Context: an optimization exercise on an open-source flow, tuned for small area. The choices shown serve that exercise and are no tape-out recipe. Where RTL was checked, it was by simulation tests only, not by an equivalence proof against the original. Power is estimated from default activity; no workload was simulated.

== oak ==
==> module rlc_decoder, before the edit <==
module rlc_decoder (
    input  wire        clk,
    input  wire        rst,           
    input  wire        arm,
    input  wire [5:0]  cfg_dw,        
    input  wire [4:0]  cfg_c,         
    input  wire [15:0] cfg_limit,     
    input  wire [6:0]  cfg_ratio,     
    output wire        idle,
    input  wire        rx_valid,
    input  wire [7:0]  rx_data,
    output wire        rx_ready,
    output wire        out_valid,
    input  wire        out_ready,
    output wire [31:0] out_data,
    output wire        out_pre,
    output wire        done,
    output wire        done_err,
    output wire [31:0] total_samples,
    output wire [31:0] delay_value
);
    localparam S_IDLE  = 3'd0;
    localparam S_MUL   = 3'd1;
    localparam S_SHIFT = 3'd2;
    localparam S_DROP  = 3'd3;
    localparam S_OUT   = 3'd4;
    localparam S_DONE  = 3'd6;
    localparam S_ERR   = 3'd7;
    reg  [2:0]  state;
    reg  [2:0]  k;           
    reg  [4:0]  c;           
    reg  [1:0]  d1;          
    reg         drop;        
    reg  [15:0] a;           
    reg  [22:0] e;           
    reg  [47:0] x;           
    reg  [31:0] total_r;
    reg  [31:0] delay_r;
    wire dw_ok  = (|cfg_dw) && (!cfg_dw[5] || (cfg_dw[4:0] == 5'd0));           
    wire c_ok   = !cfg_c[4] || (cfg_c[3:0] == 4'd0);                            
    wire r_ok   = !(cfg_ratio[6] && cfg_ratio[5] &&
                    (cfg_ratio[4] || cfg_ratio[3] || (cfg_ratio[2] && (cfg_ratio[1] || cfg_ratio[0]))));
    wire cfg_ok = dw_ok && c_ok && r_ok && (|cfg_limit);
    wire [4:0] dwm1;
    wire [5:0] dwb;
    assign dwb[0] = 1'b1;
    genvar gi;
    generate
        for (gi = 0; gi < 5; gi = gi + 1) begin : g_dw
            assign dwm1[gi]  = cfg_dw[gi] ^ dwb[gi];
            assign dwb[gi+1] = dwb[gi] & !cfg_dw[gi];
        end
    endgenerate
    wire dc1 = dwm1[0] & cfg_c[0];
    wire dc2 = (dwm1[1] & cfg_c[1]) | (dc1 & (dwm1[1] ^ cfg_c[1]));
    wire drop_in = (dwm1[2] & cfg_c[2]) | (dc2 & (dwm1[2] ^ cfg_c[2]));
    wire [2:0]  clo = c[2:0];
    wire [15:0] rr  = {rx_data, rx_data} >> clo;
    wire [7:0]  r   = rr[7:0];                           
    wire [7:0]  lm  = 8'hFF >> clo;                      
    wire [2:0]  k_start   = {c[4] | c[3], c[4] | c[3], c[3]};    
    wire        k_neg     = k[2];
    wire        is_byte   = k_neg | (!k[1] & d1[1]) | ((k[1] == d1[1]) & (!k[0] | d1[0]));
    wire        last_byte = !k_neg && (k[1:0] == d1);
    wire        last_step = (k == 3'd3);
    wire [7:0]  hm  = ~lm & {8{rx_ready}};
    wire [7:0]  m   = (r & hm) | (x[47:40] & ~hm);
    wire [15:0] th = ~(16'hFFFF >> c);                   
    wire [15:0] code   = x[15:0] & th;
    wire        last_rep = !(|code);
    wire [15:0] code_dec;                        
    wire [16:0] cb;
    assign cb[0] = 1'b1;
    generate
        for (gi = 0; gi < 16; gi = gi + 1) begin : g_cd
            assign code_dec[gi] = code[gi] ^ cb[gi];
            assign cb[gi+1]     = cb[gi] & !code[gi];
        end
    endgenerate
    wire        pre   = (|e[22:7]) || (e[6] && e[5] && (e[4] || e[3] || e[2]));    
    wire        mul   = (state == S_MUL);
    wire        mul_x = &total_r[6:0];                   
    wire        fire  = out_valid && out_ready;
    wire        s_end = fire && last_rep;                
    wire        e_sub = !mul && s_end && pre;
    wire [15:0] a_nx;
    wire [16:0] ab;
    assign ab[0] = s_end;
    generate
        for (gi = 0; gi < 16; gi = gi + 1) begin : g_a
            assign a_nx[gi]  = a[gi] ^ ab[gi];
            assign ab[gi+1]  = ab[gi] & !a[gi];
        end
    endgenerate
    wire a_one = (a[15:1] == 15'd0) && a[0];
    localparam [22:0] M100 = 23'h7FFF9C;
    wire [22:0] add_b;
    wire [22:0] add_s;
    wire [23:0] ec;
    assign ec[0] = 1'b0;
    generate
        for (gi = 0; gi < 23; gi = gi + 1) begin : g_e
            if (gi == 0)
                assign add_b[gi] = mul ? (mul_x || a[gi]) : (e_sub && M100[gi]);
            else if (gi < 16)
                assign add_b[gi] = mul ? (!mul_x && a[gi]) : (e_sub && M100[gi]);
            else
                assign add_b[gi] = e_sub;
            assign add_s[gi]   = e[gi] ^ add_b[gi] ^ ec[gi];
            assign ec[gi+1]    = (e[gi] & add_b[gi]) | (ec[gi] & (e[gi] ^ add_b[gi]));
        end
    endgenerate
    wire [31:0] t_inc;
    wire [32:0] tc;
    assign tc[0] = fire || mul;
    generate
        for (gi = 0; gi < 32; gi = gi + 1) begin : g_t
            assign t_inc[gi] = total_r[gi] ^ tc[gi];
            assign tc[gi+1]  = tc[gi] & total_r[gi];
        end
    endgenerate
    wire [31:0] tot_nx = idle ? ({32{cfg_ok}} & {25'h1FFFFFF, ~cfg_ratio}) : t_inc;
    assign idle          = (state == S_IDLE);
    assign rx_ready      = (state == S_DROP) || ((state == S_SHIFT) && is_byte);
    assign out_valid     = (state == S_OUT);
    assign out_data      = x[47:16];
    assign out_pre       = pre;
    assign done          = (state == S_DONE) || (state == S_ERR);
    assign done_err      = (state == S_ERR);
    assign total_samples = total_r;
    assign delay_value   = delay_r;
    always @(posedge clk) begin
        if (rst) begin
            state <= S_IDLE;
        end else begin
            case (state)
                S_IDLE: if (arm) state <= cfg_ok ? S_MUL : S_ERR;
                S_MUL:  if (mul_x) state <= S_SHIFT;
                S_SHIFT: begin
                    if (!is_byte || rx_valid) begin
                        if (last_byte && drop)
                            state <= S_DROP;
                        else if (last_step)
                            state <= S_OUT;
                    end
                end
                S_DROP: if (rx_valid) state <= (d1 == 2'd3) ? S_OUT : S_SHIFT;
                S_OUT: begin
                    if (out_ready && last_rep)
                        state <= a_one ? S_DONE : S_SHIFT;
                end
                default: state <= S_IDLE;
            endcase
        end
    end
    always @(posedge clk) begin
        a       <= idle ? cfg_limit : a_nx;
        e       <= idle ? {16'hFFFF, ~cfg_ratio} : add_s;
        total_r <= tot_nx;
        if ((mul && mul_x) || (fire && pre) || (idle && !cfg_ok))
            delay_r <= tot_nx;
        if (idle) begin
            c    <= cfg_c;
            d1   <= dwm1[4:3];
            drop <= drop_in;
        end
        case (state)
            S_MUL:  k <= k_start;
            S_SHIFT: begin
                if (!is_byte || rx_valid) begin
                    x <= {r & lm & {8{is_byte}}, m, x[39:8]};
                    k <= {k[2] ^ (k[1] & k[0]), k[1] ^ k[0], !k[0]};
                end
            end
            S_DROP: begin
                if (rx_valid)
                    x[47:40] <= m;
            end
            S_OUT: begin
                if (out_ready) begin
                    if (last_rep)
                        k <= k_start;
                    else
                        x[15:0] <= code_dec;
                end
            end
            default: ;
        endcase
    end
endmodule
export LEC_CHECK = 0
export CAP_MARGIN = 20
export CORE_MARGIN = 2
export CORE_UTILIZATION = 40
export CTS_BUF_LIST = sky130_fd_sc_hd__clkbuf_8
export CTS_CLUSTER_SIZE = 40
export SLEW_MARGIN = 20
create_clock -name core_clock -period 8.0 [get_ports {clk}]
standard.sh (not shown) runs the stock make flow with config.mk's settings and CLKGATE_MAP_FILE= SYNTH_SCRIPT=/design/flow/synth_recipe.tcl, a recipe that flattens the netlist after the stock synthesis.
==> flow/flow/run.sh <==
#!/bin/bash
# The standard layout, with the port buffers made from the smallest buffer cell.
set -euo pipefail
export BUFFER_PORTS_ARGS="-buffer_cell sky130_fd_sc_hd__buf_1"
bash standard.sh > standard.log 2>&1
[oak] flow finished | final checks: failed | reasons: setup timing
Relative to oak, the following input files were edited for birch:
-- flow/design.v --
<<< oak, line 25
    localparam S_DROP  = 3'd3;
    localparam S_OUT   = 3'd4;
    localparam S_DONE  = 3'd6;
    localparam S_ERR   = 3'd7;
>>> birch, line 25
    localparam S_DROP  = 3'd3;
    localparam S_OUT   = 3'd4;
    localparam S_MULE  = 3'd5;      
    localparam S_DONE  = 3'd6;
    localparam S_ERR   = 3'd7;
<<< oak, line 34
    reg  [15:0] a;           
    reg  [22:0] e;           
    reg  [47:0] x;           
    reg  [31:0] total_r;
>>> birch, line 35
    reg  [15:0] a;           
    reg  [22:0] e;           
    reg         ec12;        
    reg  [47:0] x;           
    reg  [31:0] total_r;
<<< oak, line 79
    endgenerate
    wire        pre   = (|e[22:7]) || (e[6] && e[5] && (e[4] || e[3] || e[2]));    
    wire        mul   = (state == S_MUL);
    wire        mul_x = &total_r[6:0];                   
    wire        fire  = out_valid && out_ready;
>>> birch, line 81
    endgenerate
    wire        pre   = (|e[22:7]) || (e[6] && e[5] && (e[4] || e[3] || e[2]));    
    wire        mul   = (state[1:0] == 2'b01);            
    wire        mul_x = &total_r[6:0];                   
    wire        fire  = out_valid && out_ready;
<<< oak, line 98
    wire [22:0] add_s;
    wire [23:0] ec;
    assign ec[0] = 1'b0;
    generate
        for (gi = 0; gi < 23; gi = gi + 1) begin : g_e
>>> birch, line 100
    wire [22:0] add_s;
    wire [23:0] ec;
    assign ec[0]  = 1'b0;
    generate
        for (gi = 0; gi < 23; gi = gi + 1) begin : g_e
<<< oak, line 107
            else
                assign add_b[gi] = e_sub;
            assign add_s[gi]   = e[gi] ^ add_b[gi] ^ ec[gi];
            assign ec[gi+1]    = (e[gi] & add_b[gi]) | (ec[gi] & (e[gi] ^ add_b[gi]));
        end
    endgenerate
>>> birch, line 109
            else
                assign add_b[gi] = e_sub;
            if (gi == 12) begin : g_c
                assign add_s[gi] = e[gi] ^ add_b[gi] ^ ec12;
                assign ec[gi+1]  = (e[gi] & add_b[gi]) | (ec12 & (e[gi] ^ add_b[gi]));
            end else begin : g_s
                assign add_s[gi] = e[gi] ^ add_b[gi] ^ ec[gi];
                assign ec[gi+1]  = (e[gi] & add_b[gi]) | (ec[gi] & (e[gi] ^ add_b[gi]));
            end
        end
    endgenerate
<<< oak, line 120
        end
    endgenerate
    wire [31:0] tot_nx = idle ? ({32{cfg_ok}} & {25'h1FFFFFF, ~cfg_ratio}) : t_inc;
    assign idle          = (state == S_IDLE);
    assign rx_ready      = (state == S_DROP) || ((state == S_SHIFT) && is_byte);
>>> birch, line 127
        end
    endgenerate
    wire [31:0] tot_nx = idle ? {25'h1FFFFFF, ~cfg_ratio} : t_inc;
    assign idle          = (state == S_IDLE);
    assign rx_ready      = (state == S_DROP) || ((state == S_SHIFT) && is_byte);
<<< oak, line 135
        end else begin
            case (state)
                S_IDLE: if (arm) state <= cfg_ok ? S_MUL : S_ERR;
                S_MUL:  if (mul_x) state <= S_SHIFT;
                S_SHIFT: begin
                    if (!is_byte || rx_valid) begin
>>> birch, line 142
        end else begin
            case (state)
                S_IDLE: if (arm) state <= cfg_ok ? S_MUL : S_MULE;
                S_MUL:  if (mul_x) state <= S_SHIFT;
                S_MULE: if (mul_x) state <= S_ERR;
                S_SHIFT: begin
                    if (!is_byte || rx_valid) begin
<<< oak, line 157
        a       <= idle ? cfg_limit : a_nx;
        e       <= idle ? {16'hFFFF, ~cfg_ratio} : add_s;
        total_r <= tot_nx;
        if ((mul && mul_x) || (fire && pre) || (idle && !cfg_ok))
            delay_r <= tot_nx;
        if (idle) begin
>>> birch, line 165
        a       <= idle ? cfg_limit : a_nx;
        e       <= idle ? {16'hFFFF, ~cfg_ratio} : add_s;
        ec12    <= !idle && ec[12];
        total_r <= tot_nx;
        if ((mul && mul_x) || (fire && pre))
            delay_r <= tot_nx;
        if (idle) begin
<<< oak, line 166
        end
        case (state)
            S_MUL:  k <= k_start;
            S_SHIFT: begin
                if (!is_byte || rx_valid) begin
>>> birch, line 175
        end
        case (state)
            S_MUL, S_MULE: k <= k_start;
            S_SHIFT: begin
                if (!is_byte || rx_valid) begin
==> summary.txt <==
- Cmp birch vs oak: number of multi-input logic gates lower in birch
- birch — number of instances in the synthesized netlist about 2.3% lower, oak as reference
- On combinational power: between birch and oak, it ends up higher for oak.
- Higher critical path depth among birch and oak: birch
- Summary of birch over oak: largest stage delay on the critical path moved down, worst hold slack -3.7 ps.
- The highest-power group comes out combinational cells in one run and registers in the other, namely in oak and birch respectively.
- birch reached the final stage; the timing, DRC and antenna checks on its layout passed.
- Changes observed in birch relative to oak: area fraction in compound gates after synthesis down 0.54 points; utilization down 2.2 points.
- Summary: with oak as the reference, unique cell type count in the Yosys netlist in birch moved down slightly.
Only the layout flow was run in oak; the RTL was not checked for function there.

static timing again, ports no longer ideal:
How much do the figures lean on ideal ports? The routed layouts below were timed once more, with nothing changed but the port constraints. Step 1, drivers: a clkbuf_16 drives clk and a buf_2 each remaining input, both assumed. Step 2, shift: input delay + t, output delay - t, t = (earliest + latest rising clock arrival at the registers) / 2. This alone moves slack from input paths to output paths. a / b / c = ideal ports / drivers / drivers and shift; a / b = the first two.
run | t (ns) | slack for setup (ns) | hold WS [ns]
oak | 0.499 | -1.076 / -1.088 / -1.588 | 0.461 / 0.461 / 0.461
birch | 0.502 | 0.494 / 0.507 / 0.005 | 0.457 / 0.457 / 0.457
The setup slack of oak, which loses most, moves by -0.012 ns with the drivers and by -0.512 ns with both steps.
